This is an optimization exercise on Yosys and OpenROAD, whose aim is small area, a short achievable clock period and few clock cycles, not a production implementation.
Only simulation tests tie the RTL to the original design; equivalence was not proved.
Power is estimated from default activity; no workload was simulated.

==> inputs of job 9311 <==
// sce_spu
module sce_spu (
    input  wire         clk,
    input  wire         rst,
    input  wire         req_valid,
    output wire         req_ready,
    input  wire [127:0] req_word,
    input  wire         pay_valid,
    output wire         pay_ready,
    input  wire [7:0]   pay_data,
    output wire         tx_valid,
    input  wire         tx_ready,
    output wire [7:0]   tx_data,
    output wire         wr_req,
    output wire [17:0]  wr_len,
    output wire         rd_req,
    output wire [17:0]  rd_len,
    input  wire         tp_valid,
    input  wire [1:0]   tp_err,
    input  wire [31:0]  tp_info,
    input  wire         rx_valid,
    input  wire [7:0]   rx_data,
    output wire         slp_req,
    output wire [31:0]  slp_ms,
    input  wire         wake,
    output reg          res_valid,
    output reg  [1:0]   res_kind,
    output reg  [3:0]   res_code,
    output reg          dat_valid,
    output reg  [7:0]   dat_data,
    output wire [15:0]  status,
    output wire [24:0]  pincfg,
    output wire [31:0]  sckhz,
    output wire [17:0]  cbuf_len,
    output wire [17:0]  resp_owed,
    output wire [32:0]  elapsed,
    output wire [2:0]   fault_code,
    output wire [32:0]  fault_info0,
    output wire [32:0]  fault_info1,
    output wire [2:0]   cfault_code,
    output wire [32:0]  cfault_info0,
    output wire [32:0]  cfault_info1
);
==> flow/config.mk <==
export PLATFORM = sky130hd
export DESIGN_NAME = sce_spu
export DESIGN_NICKNAME = sce_spu
export VERILOG_FILES = /design/flow/design.v
export SDC_FILE = /design/flow/constraint.sdc
export NUM_CORES = 4
export LEC_CHECK = 0
export CAP_MARGIN = 20
export CORE_MARGIN = 2
export CORE_UTILIZATION = 70
export CTS_CLUSTER_DIAMETER = 100
export CTS_CLUSTER_SIZE = 20
export PLACE_DENSITY = 0.75
export SLEW_MARGIN = 20
==> flow/constraint.sdc <==
create_clock -name core_clock -period 11.0 [get_ports {clk}]
set_input_delay 2.2000 -clock core_clock [delete_from_list [all_inputs] [get_ports {clk}]]
set_output_delay 2.2000 -clock core_clock [all_outputs]
set_load 0.01 [all_outputs]
standard.sh (not shown) runs the stock make flow with config.mk's settings and CLKGATE_MAP_FILE= SYNTH_SCRIPT=/design/flow/synth_recipe.tcl, a recipe that flattens the netlist after the stock synthesis.
==> flow/flow/run.sh <==
#!/bin/bash
# Layout: the standard flow (standard.sh: unchanged synthesis and ORFS
# steps) with two layout choices passed to ORFS through its own variables:
#  - plain sky130_fd_sc_hd__buf_1 cells as the port buffers (every port still
#    gets one) instead of the default delay buffers;
#  - repair_timing aims for 7 ns of setup slack (SETUP_SLACK_MARGIN), so the
#    resizer keeps working on the longest paths after they meet 11 ns.
# make's full output goes to standard.log; each ORFS step keeps its own log
# under orfs/logs/.
set -euo pipefail
cd "$(dirname "$0")/.."
export BUFFER_PORTS_ARGS="-buffer_cell sky130_fd_sc_hd__buf_1"
export SETUP_SLACK_MARGIN=7.0
bash standard.sh > standard.log 2>&1
==> job 2192: changes against job 9311 <==
--- a/flow/design.v
+++ b/flow/design.v
@@ -104,12 +104,10 @@
     reg       r_rsp_n;       
     reg [2:0] r_rsp_k;       
     reg       owe_k;         
     reg [4:0]  r_op;
     reg        r_pace;
-    reg [23:0] r_addr;
-    reg [16:0] r_n;
     reg [7:0]  dir_mask, val_sel, val_desel;
     reg        pins_valid;
     reg [31:0] sck_hz;
     reg        sck_nz;       
     reg [17:0] cb_len;
@@ -127,23 +125,24 @@
     reg [63:0] pw;
     reg [5:0]  pc_cnt;
     reg        pc_sat;
     wire [31:0] poll_ms   = pw[31:0];
     wire [31:0] budget_ms = pw[63:32];
-    assign req_ready = state[B_IDLE];
+    reg busy_q;
+    assign req_ready = !busy_q;
     wire [4:0]  q_op   = req_word[4:0];
     wire        q_pace = req_word[5];
     wire [1:0]  q_rsv0 = req_word[7:6];
     wire [23:0] q_addr = req_word[31:8];
     wire [16:0] q_n    = req_word[48:32];
     wire [14:0] q_rsv1 = req_word[63:49];
     wire [31:0] q_a    = req_word[95:64];
     wire [31:0] q_b    = req_word[127:96];
     wire [4:0]  c_op   = r_op;
     wire        c_pace = r_pace;
-    wire [23:0] c_addr = r_addr;
-    wire [16:0] c_n    = r_n;
+    wire [23:0] c_addr = pw[63:40];
+    wire [16:0] c_n    = cnt[16:0];    
     wire [31:0] c_a    = pw[31:0];
     wire [31:0] c_b    = pw[63:32];
     reg use_addr, use_n, use_a, use_b;
     always @(*) begin
         use_addr = 1'b0; use_n = 1'b0; use_a = 1'b0; use_b = 1'b0;
@@ -170,18 +169,20 @@
     wire q_cfg_onehot  = (q_cfg_x != 8'd0) && ((q_cfg_x & (q_cfg_x - 8'd1)) == 8'd0);
     wire q_cfg_bad     = !q_cfg_onehot || ((q_cfg_x & q_a[7:0]) == 8'd0);
     wire q_n_zero      = (q_n == 17'd0);
     reg illegal, cfg_bad, a_zero, n_bad_xfer, n_bad_page, n_bad_read;
     always @(posedge clk) begin
-        if (state[B_IDLE] && req_valid) begin
-            illegal    <= q_illegal;
-            cfg_bad    <= q_cfg_bad;
-            a_zero     <= (q_a == 32'd0);
-            n_bad_xfer <= q_n_zero || (q_n[16] && q_n[15:0] != 16'd0);
-            n_bad_page <= q_n_zero || (q_n > 17'd256);
-            n_bad_read <= q_n_zero || (q_n > 17'd65532);
-        end
+        illegal    <= q_illegal;
+        cfg_bad    <= q_cfg_bad;
+        a_zero     <= (q_a == 32'd0);
+        n_bad_xfer <= q_n_zero || (q_n[16] && q_n[15:0] != 16'd0);
+        n_bad_page <= q_n_zero || (q_n > 17'd256);
+        n_bad_read <= q_n_zero || (q_n > 17'd65532);
+    end
+    always @(posedge clk) begin
+        rf_code <= refuse;
+        rf_ok   <= (refuse == 4'd0);
     end
     wire needs_pins = (c_op == OP_CS_SELECT) || (c_op == OP_CS_DESELECT) ||
                       (c_op >= OP_IDENTIFY && c_op <= OP_WAIT_READY);
     wire page_cross = ({1'b0, c_addr[7:0]} + c_n[8:0]) > 9'd256;
     wire addr_range = (c_addr[23:16] == 8'hFF) &&
@@ -261,16 +262,15 @@
     wire body_n   = (r_op == OP_READ) || pp_main;
     wire from_pay = op_bytes || op_pp;
     wire pc_done  = (pc_cnt == 6'd0);
     wire [15:0] pc_q   = pw[24:9];
     wire [15:0] pc_cm1 = pc_q;
+    wire [15:0] t_n = cnt[15:0] + (is_prim ? 16'hFFFF : 16'd3);
     reg [15:0] t_mm1_c;
     always @(*) begin
-        if (is_prim)
-            t_mm1_c = r_n[15:0] - 16'd1;
-        else if (body_n)
-            t_mm1_c = r_n[15:0] + 16'd3;
+        if (is_prim || body_n)
+            t_mm1_c = t_n;
         else if (r_op == OP_IDENTIFY || r_op == OP_SECTOR_ERASE)
             t_mm1_c = 16'd3;
         else if (r_op == OP_WAIT_READY)
             t_mm1_c = 16'd1;
         else
@@ -359,13 +359,13 @@
             P_SL2, P_DS2: nb_nx = dir_mask;
             P_T0:         nb_nx = t_in ? OPC_OUT_IN : OPC_OUT;
             P_T1:         nb_nx = t_mm1_c[7:0];
             P_T2:         nb_nx = t_mm1_c[15:8];
             P_CMD:        nb_nx = cmd_byte;
-            P_A2:         nb_nx = r_addr[23:16];
-            P_A1:         nb_nx = r_addr[15:8];
-            P_A0:         nb_nx = r_addr[7:0];
+            P_A2:         nb_nx = pw[63:56];
+            P_A1:         nb_nx = pw[55:48];
+            P_A0:         nb_nx = pw[47:40];
             P_BODY:       nb_nx = DUMMY_BYTE;
             P_W0:         nb_nx = OPC_WAIT;
             P_W1:         nb_nx = pc_cm1[7:0];
             default:      nb_nx = pc_cm1[15:8];
         endcase
@@ -375,14 +375,14 @@
                       (q_op == OP_WAIT_MASK)   ? OPC_WAIT : OPC_SET_LOW;
     wire o_valid_nx = s_valid || pay_in || g_int || (o_valid && !tx_fire);
     wire s_valid_nx = s_valid ? !o_free : (pay_in && !o_free);
     wire in_pay_nx  = g_adv ? ((ph_nx == P_BODY) && from_pay) : g_pay;
     wire drained    = gdone && !s_valid && (tx_fire || !o_valid);
-    wire [17:0] body_len = body_n ? {1'b0, r_n} :
+    wire [17:0] body_len = body_n ? cnt :
                            (r_op == OP_IDENTIFY) ? 18'd3 : 18'd1;
     wire immediate = (r_op >= OP_FLUSH) && (r_op != OP_PROGRAM_PAGE);
-    wire [16:0] ow_add = (r_rsp_n && !owe_k) ? r_n : {14'd0, r_rsp_k};
+    wire [17:0] ow_nx = (r_rsp_n && !owe_k) ? ow_n[17:0] : r_owed + {15'd0, r_rsp_k};
     assign wr_req  = state[B_WR];
     assign wr_len  = cb_len;
     assign rd_req  = state[B_RD];
     assign rd_len  = r_owed;
     assign slp_req = state[B_SLEEP];
@@ -390,18 +390,18 @@
     wire [32:0] elapsed_next = elapsed_ms + {1'b0, poll_ms};
     reg tmo;
     always @(posedge clk)
         tmo <= (elapsed_ms > {1'b0, budget_ms});
     wire rd_dat = ((r_op == OP_IDENTIFY) && (cnt[17:2] == 16'd0) && (cnt[1:0] != 2'd0)) ||
-                  ((r_op == OP_READ) && (cnt <= {1'b0, r_n}));
+                  ((r_op == OP_READ) && (cnt <= {1'b0, pw[16:0]}));
     wire is_wr = r_is_wr;
     wire sleeping = state[B_SLEEP] || state[B_SLP0];
     wire [1:0] spu_state = {sleeping || (state[B_RD] && is_wr),
                             sleeping || ((state[B_EMIT] || state[B_WR]) && is_wr)};
     assign status       = {status_byte, spu_state, status_valid, sck_nz,
                            pins_valid, (cflt_code != 3'd0), (flt_code != 3'd0),
-                           !state[B_IDLE]};
+                           busy_q};
     assign pincfg       = {pins_valid, val_desel, val_sel, dir_mask};
     assign sckhz        = sck_hz;
     assign cbuf_len     = cb_len;
     assign resp_owed    = r_owed;
     assign elapsed      = elapsed_ms;
@@ -453,20 +453,23 @@
             r_owed    <= 18'd0;
             res_valid <= 1'b1;
             res_kind  <= K_FAULT;
             res_code  <= {1'b0, f_kind};
             state     <= S_IDLE;
+            busy_q    <= 1'b0;
         end
     endtask
     task finish_ok;
         begin
             res_valid <= 1'b1;
             res_kind  <= K_OK;
             res_code  <= 4'd0;
             state     <= S_IDLE;
+            busy_q    <= 1'b0;
         end
     endtask
+    wire pc_start = g_int && (ph == P_A0) && pp_main && r_pace;
     wire [32:0] pc_sum  = {1'b0, pw[63:32]} + (pw[0] ? {1'b0, sck_hz} : 33'd0);
     wire [14:0] pc_t    = {pw[38:25], pw[24]};
     wire        pc_ge   = (pc_t >= 15'd15625);
     wire [14:0] pc_tm   = pc_t - 15'd15625;
     wire [13:0] pc_r    = pc_ge ? pc_tm[13:0] : pc_t[13:0];
@@ -481,22 +484,26 @@
                 if (pc_cnt == 6'd33)
                     pc_sat <= (pw[63:39] != 25'd0) || (pw[38:25] >= 14'd15625);
                 pw[38:9] <= {pc_r, pw[23:9], pc_ge};
             end
         end
+        if (pc_start) begin
+            pw[63:32] <= 32'd0;
+            pc_cnt    <= 6'd1;
+        end
         if (state[B_IDLE] && req_valid) begin
-            pw     <= req_word[127:64];
-            pc_cnt <= 6'd0;
+            pw[31:0]  <= (q_op == OP_READ) ? {15'd0, q_n} : q_a;    
+            pw[63:32] <= (q_op == OP_WAIT_READY) ? q_b : {q_addr, 8'd0};
+            pc_cnt    <= 6'd0;
         end
-        if (state[B_CHK])
-            pc_cnt <= (r_op == OP_PROGRAM_PAGE && r_pace) ? 6'd1 : 6'd0;
         if (rst)
             pc_cnt <= 6'd0;
     end
     always @(posedge clk) begin
         if (rst) begin
             state        <= S_IDLE;
+            busy_q       <= 1'b0;
             o_valid      <= 1'b0;
             s_valid      <= 1'b0;
             pr           <= 1'b0;
             gdone        <= 1'b0;
             owe_k        <= 1'b0;
@@ -522,12 +529,10 @@
             case (1'b1)
                 state[B_IDLE]: begin
                     if (req_valid) begin
                         r_op    <= q_op;
                         r_pace  <= q_pace;
-                        r_addr  <= q_addr;
-                        r_n     <= q_n;
                         r_is_wr <= (q_op == OP_WAIT_READY);
                         r_rsp_n <= (q_op == OP_DATA_OUT_IN) || (q_op == OP_READ);
                         r_rsp_k <= (q_op == OP_IDENTIFY || q_op == OP_READ) ? 3'd4 :
                                    (q_op == OP_WAIT_READY) ? 3'd2 : 3'd0;
                         owe_k   <= 1'b0;
@@ -539,23 +544,21 @@
                         o_data  <= q_nb;
                         o_valid <= (q_op != OP_BYTES);
                         s_valid <= 1'b0;
                         cnt     <= {1'b0, q_n};
                         state   <= S_CHK;
+                        busy_q  <= 1'b1;
                     end
                 end
-                state[B_CHK]: begin
-                    rf_code <= refuse;
-                    rf_ok   <= (refuse == 4'd0);
-                    state   <= S_GO;
-                end
+                state[B_CHK]: state <= S_GO;
                 state[B_GO]: begin
                     if (rf_code != 4'd0) begin
                         res_valid <= 1'b1;
                         res_kind  <= K_REFUSED;
                         res_code  <= rf_code;
                         state     <= S_IDLE;
+                        busy_q    <= 1'b0;
                     end else begin
                         case (r_op)
                             OP_CFG_PINS: begin
                                 dir_mask   <= pw[7:0];
                                 val_sel    <= pw[15:8];
@@ -573,11 +576,11 @@
                                     finish_ok;
                                 else
                                     state <= S_WR;
                             end
                             default: begin
-                                r_owed <= r_owed + {1'b0, ow_add};
+                                r_owed <= ow_nx;
                                 owe_k  <= r_rsp_n && (r_rsp_k != 3'd0);
                                 if (r_op == OP_WAIT_READY)
                                     elapsed_ms <= 33'd0;
                                 state <= S_EMIT;
                             end
@@ -636,14 +639,17 @@
                             state  <= S_EMIT;
                         end
                     end
                 end
                 state[B_SLP0]: state <= S_SLEEP;
-                default: state <= S_IDLE;
+                default: begin
+                    state  <= S_IDLE;
+                    busy_q <= 1'b0;
+                end
             endcase
             if (owe_k) begin
-                r_owed <= r_owed + {1'b0, ow_add};
+                r_owed <= ow_nx;
                 owe_k  <= 1'b0;
             end
             pr <= 1'b0;
             if (emitting) begin
                 if (tx_fire)
==> qor summary <==
quantity                                                                  job 2192                 job 9311
Combinational gate power                                                0.000816 W               0.000614 W
Unique masters post-synth                                                       94                       88
Worst clock skew on the final layout                                     0.0199 ns                0.0299 ns
First element of the critical path                                          pw[20]                 state[0]
Routed length on met3                                                      21.0 mm                  22.6 mm
Slew Limit Headroom                                                          0.224                    0.261
Buffer count excluding the clock tree in the final layout                      662                      650
Total Routed Length                                                         127 mm                   132 mm
Data arrival, critical path                                                1.82 ns                  1.83 ns
Final period util                                                            0.365                    0.366
Result of the run                                          complete, no violations  complete, no violations
Hold EP                                                                 sck_hz[18]           status_byte[6]
Post-synthesis mux area share                                               0.0173                   0.0140
Max VDD drop                                                                118 uV                   154 uV
Gp weighted congestion                                                        1.07                     1.08
Post-Synth Adder-Cell Area                                                  0.0828                   0.0803
Share of the final layout cell area in multi-input gates                     0.575                    0.554
Testbench counts of job 9311, summed over its fixed seeds: cycles 57,501.
Testbench counts of job 2192, summed over its fixed seeds: cycles 57,501.

==> port drivers added, routing unchanged <==
The results above use ideal ports. As a check the final layouts listed here were re-extracted and re-timed, cells and wires unchanged. Step 1: set_driving_cell puts a clkbuf_16 on clk and a buf_2 on each other input, an assumption about the parent block. Step 2, shift: input delay + t, output delay - t, t = (earliest + latest rising clock arrival at the registers) / 2. This alone moves slack from input paths to output paths. Slacks: ideal / step 1 / step 2; pairs: ideal / step 1.
run	shift t [ns]	setup WS [ns]	worst register clock-pin slew, ns	cell pins on the clock port's net
job 9311	0.677	6.970 / 6.905 / 6.438	0.10 / 0.10	1
job 2192	0.659	6.984 / 6.920 / 6.366	0.10 / 0.10	1
After both steps setup and hold are still met in every run listed. For job 2192, which loses most, drivers alone change the setup slack by -0.064 ns; drivers and shift together by -0.618 ns.
